From an optimization exercise on the open Yosys and OpenROAD flow, aimed at small area, a short achievable clock period and few clock cycles; shortcuts taken in it are not production practice.
The RTL was checked by simulation tests, not by an equivalence proof against the original design.
Power figures rest on the tool's default switching activity, not on a simulated workload.

## try-nickel
// ev3_framer
module ev3_framer #(
    parameter [31:0] MEM_SIZE   = 32'd4096,
    parameter [7:0]  SYS_BASE   = 8'h00,
    parameter [7:0]  CMD_BASE   = 8'h40,
    parameter [7:0]  INFO_BASE  = 8'h80,
    parameter [7:0]  DATA_BASE  = 8'hC0,
    parameter [2:0]  SUB_TYPE   = 3'd0,
    parameter [2:0]  SUB_MODES  = 3'd1,
    parameter [2:0]  SUB_SPEED  = 3'd2,
    parameter [2:0]  SUB_SELECT = 3'd3,
    parameter [2:0]  SUB_WRITE  = 3'd4
) (
    input  wire        clk,
    input  wire        rst,           
    input  wire        bus_we,
    input  wire [5:0]  bus_addr,
    input  wire [31:0] bus_wdata,
    output reg  [31:0] bus_rdata,     
    output wire        busy,          
    output wire        mem_req,
    output wire        mem_we,
    output wire [11:0] mem_addr,
    output wire [7:0]  mem_wdata,
    input  wire [7:0]  mem_rdata,
    input  wire        mem_gnt
);
For scale: ~110 I/O pins, about 20000 um^2 of cells after synthesis.
export LEC_CHECK = 0
export CAP_MARGIN = 20
export CORE_MARGIN = 2
export CORE_UTILIZATION = 65
export CTS_BUF_LIST = sky130_fd_sc_hd__clkbuf_8
export CTS_CLUSTER_DIAMETER = 80
export CTS_CLUSTER_SIZE = 10
export PLACE_DENSITY = 0.8
export SETUP_SLACK_MARGIN = 3.5
export SLEW_MARGIN = 20
create_clock -name core_clock -period 8.0 [get_ports {clk}]
standard.sh (not shown) runs the stock make flow with config.mk's settings and CLKGATE_MAP_FILE= SYNTH_SCRIPT=/design/flow/synth_recipe.tcl, a recipe that flattens the netlist after the stock synthesis.
==> flow/flow/run.sh <==
#!/bin/bash
# The standard layout (standard.sh), with two changes:
# - the port buffers that buffer_ports inserts are plain buf_1 cells
#   instead of the delay cells it picks by default (the resizer still
#   upsizes them where timing needs it);
# - synthesis also leaves out a few slow multi-input AOI/OAI cells (added
#   to the platform's don't-use list), which otherwise sit on the register
#   read mux with no larger size for the resizer to use.
# Each tool's full output stays in the ORFS logs under orfs/logs; the make
# output goes to standard.log.
set -euo pipefail
export BUFFER_PORTS_ARGS="-buffer_cell sky130_fd_sc_hd__buf_1"
DU="sky130_fd_sc_hd__lpflow_bleeder_1 sky130_fd_sc_hd__lpflow_clkbufkapwr_1 sky130_fd_sc_hd__lpflow_clkbufkapwr_16 sky130_fd_sc_hd__lpflow_clkbufkapwr_2 sky130_fd_sc_hd__lpflow_clkbufkapwr_4 sky130_fd_sc_hd__lpflow_clkbufkapwr_8 sky130_fd_sc_hd__lpflow_clkinvkapwr_1 sky130_fd_sc_hd__lpflow_clkinvkapwr_16 sky130_fd_sc_hd__lpflow_clkinvkapwr_2 sky130_fd_sc_hd__lpflow_clkinvkapwr_4 sky130_fd_sc_hd__lpflow_clkinvkapwr_8 sky130_fd_sc_hd__lpflow_decapkapwr_12 sky130_fd_sc_hd__lpflow_decapkapwr_3 sky130_fd_sc_hd__lpflow_decapkapwr_4 sky130_fd_sc_hd__lpflow_decapkapwr_6 sky130_fd_sc_hd__lpflow_decapkapwr_8 sky130_fd_sc_hd__lpflow_inputiso0n_1 sky130_fd_sc_hd__lpflow_inputiso0p_1 sky130_fd_sc_hd__lpflow_inputiso1n_1 sky130_fd_sc_hd__lpflow_inputiso1p_1 sky130_fd_sc_hd__lpflow_inputisolatch_1 sky130_fd_sc_hd__lpflow_isobufsrc_1 sky130_fd_sc_hd__lpflow_isobufsrc_16 sky130_fd_sc_hd__lpflow_isobufsrc_2 sky130_fd_sc_hd__lpflow_isobufsrc_4 sky130_fd_sc_hd__lpflow_isobufsrc_8 sky130_fd_sc_hd__lpflow_isobufsrckapwr_16 sky130_fd_sc_hd__lpflow_lsbuf_lh_hl_isowell_tap_1 sky130_fd_sc_hd__lpflow_lsbuf_lh_hl_isowell_tap_2 sky130_fd_sc_hd__lpflow_lsbuf_lh_hl_isowell_tap_4 sky130_fd_sc_hd__lpflow_lsbuf_lh_isowell_4 sky130_fd_sc_hd__lpflow_lsbuf_lh_isowell_tap_1 sky130_fd_sc_hd__lpflow_lsbuf_lh_isowell_tap_2 sky130_fd_sc_hd__lpflow_lsbuf_lh_isowell_tap_4 sky130_fd_sc_hd__probe_p_8 sky130_fd_sc_hd__probec_p_8  sky130_fd_sc_hd__a222oi_1 sky130_fd_sc_hd__a2111oi_0 sky130_fd_sc_hd__o2111ai_1 sky130_fd_sc_hd__a2111o_1 sky130_fd_sc_hd__o2111a_1"
bash standard.sh DONT_USE_CELLS="$DU" finish > standard.log 2>&1
Testbench counts of try-nickel, summed over its fixed seeds: cycles 97,987.
The following lists how try-zinc was set up differently from try-nickel:
--- a/flow/design.v
+++ b/flow/design.v
@@ -206,13 +206,13 @@
     reg [71:0] hsr;            
     reg [7:0]  acc;
     reg [7:0]  fin;
     assign mem_req   = busy_q;
     assign mem_we    = !s_rd;
     assign mem_addr  = s_rd ? raddr : waddr;
-    assign mem_wdata = wd;
+    assign mem_wdata = s_cs ? acc : (s_pad ? 8'h00 : wd);
     reg [7:0]  tag;
     reg [71:0] hbytes;
     always @(*) begin
         tag = 8'h00;
         hbytes = {word1_q, word0_q, 8'h00};
         case (op)
@@ -311,14 +311,14 @@
                 hsr  <= {8'h00, hsr[71:8]};
                 if (!h_last) begin
                     wd <= hsr[7:0];
                 end else begin
                     s_hdr <= 1'b0;
                     if (n_more)      begin s_rd <= 1'b1; end
-                    else if (p_more) begin s_pad <= 1'b1; wd <= 8'h00; end
-                    else             begin s_cs <= 1'b1; wd <= acc_nx; end
+                    else if (p_more) begin s_pad <= 1'b1; end
+                    else             begin s_cs <= 1'b1; end
                 end
             end
             if (s_rd) begin
                 if (l_csum) begin
                     ncnt <= ncnt - 8'd1;
                 end else begin
@@ -328,20 +328,19 @@
                 end
             end
             if (s_wr) begin
                 ncnt <= ncnt - 8'd1;
                 s_wr <= 1'b0;
                 if (!n_last)     begin s_rd <= 1'b1; end
-                else if (p_more) begin s_pad <= 1'b1; wd <= 8'h00; end
-                else             begin s_cs <= 1'b1; wd <= acc_nx; end
+                else if (p_more) begin s_pad <= 1'b1; end
+                else             begin s_cs <= 1'b1; end
             end
             if (s_pad) begin
                 pcnt <= pcnt - 8'd1;
                 if (p_last) begin
                     s_pad <= 1'b0;
                     s_cs  <= 1'b1;
-                    wd    <= acc_nx;
                 end
             end
         end
     end
 endmodule
[summary]
- try-zinc gives more delay of the slowest cell on the worst path than try-nickel did.
- Going from try-nickel to try-zinc, via count shrank by 230, post-synthesis cell count shrank by 0.72%, fraction of met3 tracks used by global routing shrank by 2.1 points, first-pass GRT wire length shrank by about 2%, adder and majority gate portion of the synthesized area held steady.
- Going from try-nickel to try-zinc, global-route usage grows by 0.85 points.
- Clock-cell share of area essentially unchanged between try-zinc and try-nickel.
- Between try-nickel and try-zinc, the difference in overall power of the completed layout is negligible.
Testbench counts of try-zinc, summed over its fixed seeds: cycles 97,987.

## afterwards: timing with drivers on the ports
The results above use ideal ports. As a check the final layouts listed here were re-extracted and re-timed, cells and wires unchanged.
Step 1 (the two cells are an assumption about what drives the block):
set clk [get_ports {clk}]
set_driving_cell -lib_cell sky130_fd_sc_hd__clkbuf_16 $clk
set_driving_cell -lib_cell sky130_fd_sc_hd__buf_2 [delete_from_list [all_inputs] $clk]
Step 2 also shifts input and output timing later by t, the mid clock arrival at the registers, as if the neighbouring blocks saw the same clock.
Three values: ideal, step 1, step 2; two values: the first two.
run | shift t [ns] | slack for setup (ns) | hold WS [ns] | latest minus earliest clock arrival (ns) | cell pins on the clock port's net
try-nickel | 0.647 | 3.407 / 3.290 / 2.908 | 0.502 / 0.502 / 0.502 | 0.037 / 0.037 | 1
try-zinc | 0.647 | 3.337 / 3.291 / 2.854 | 0.526 / 0.526 / 0.526 | 0.035 / 0.035 | 1
After both steps every run listed still meets setup and hold. The setup slack of try-nickel, which loses most, moves by -0.117 ns with the drivers and by -0.499 ns with both steps.
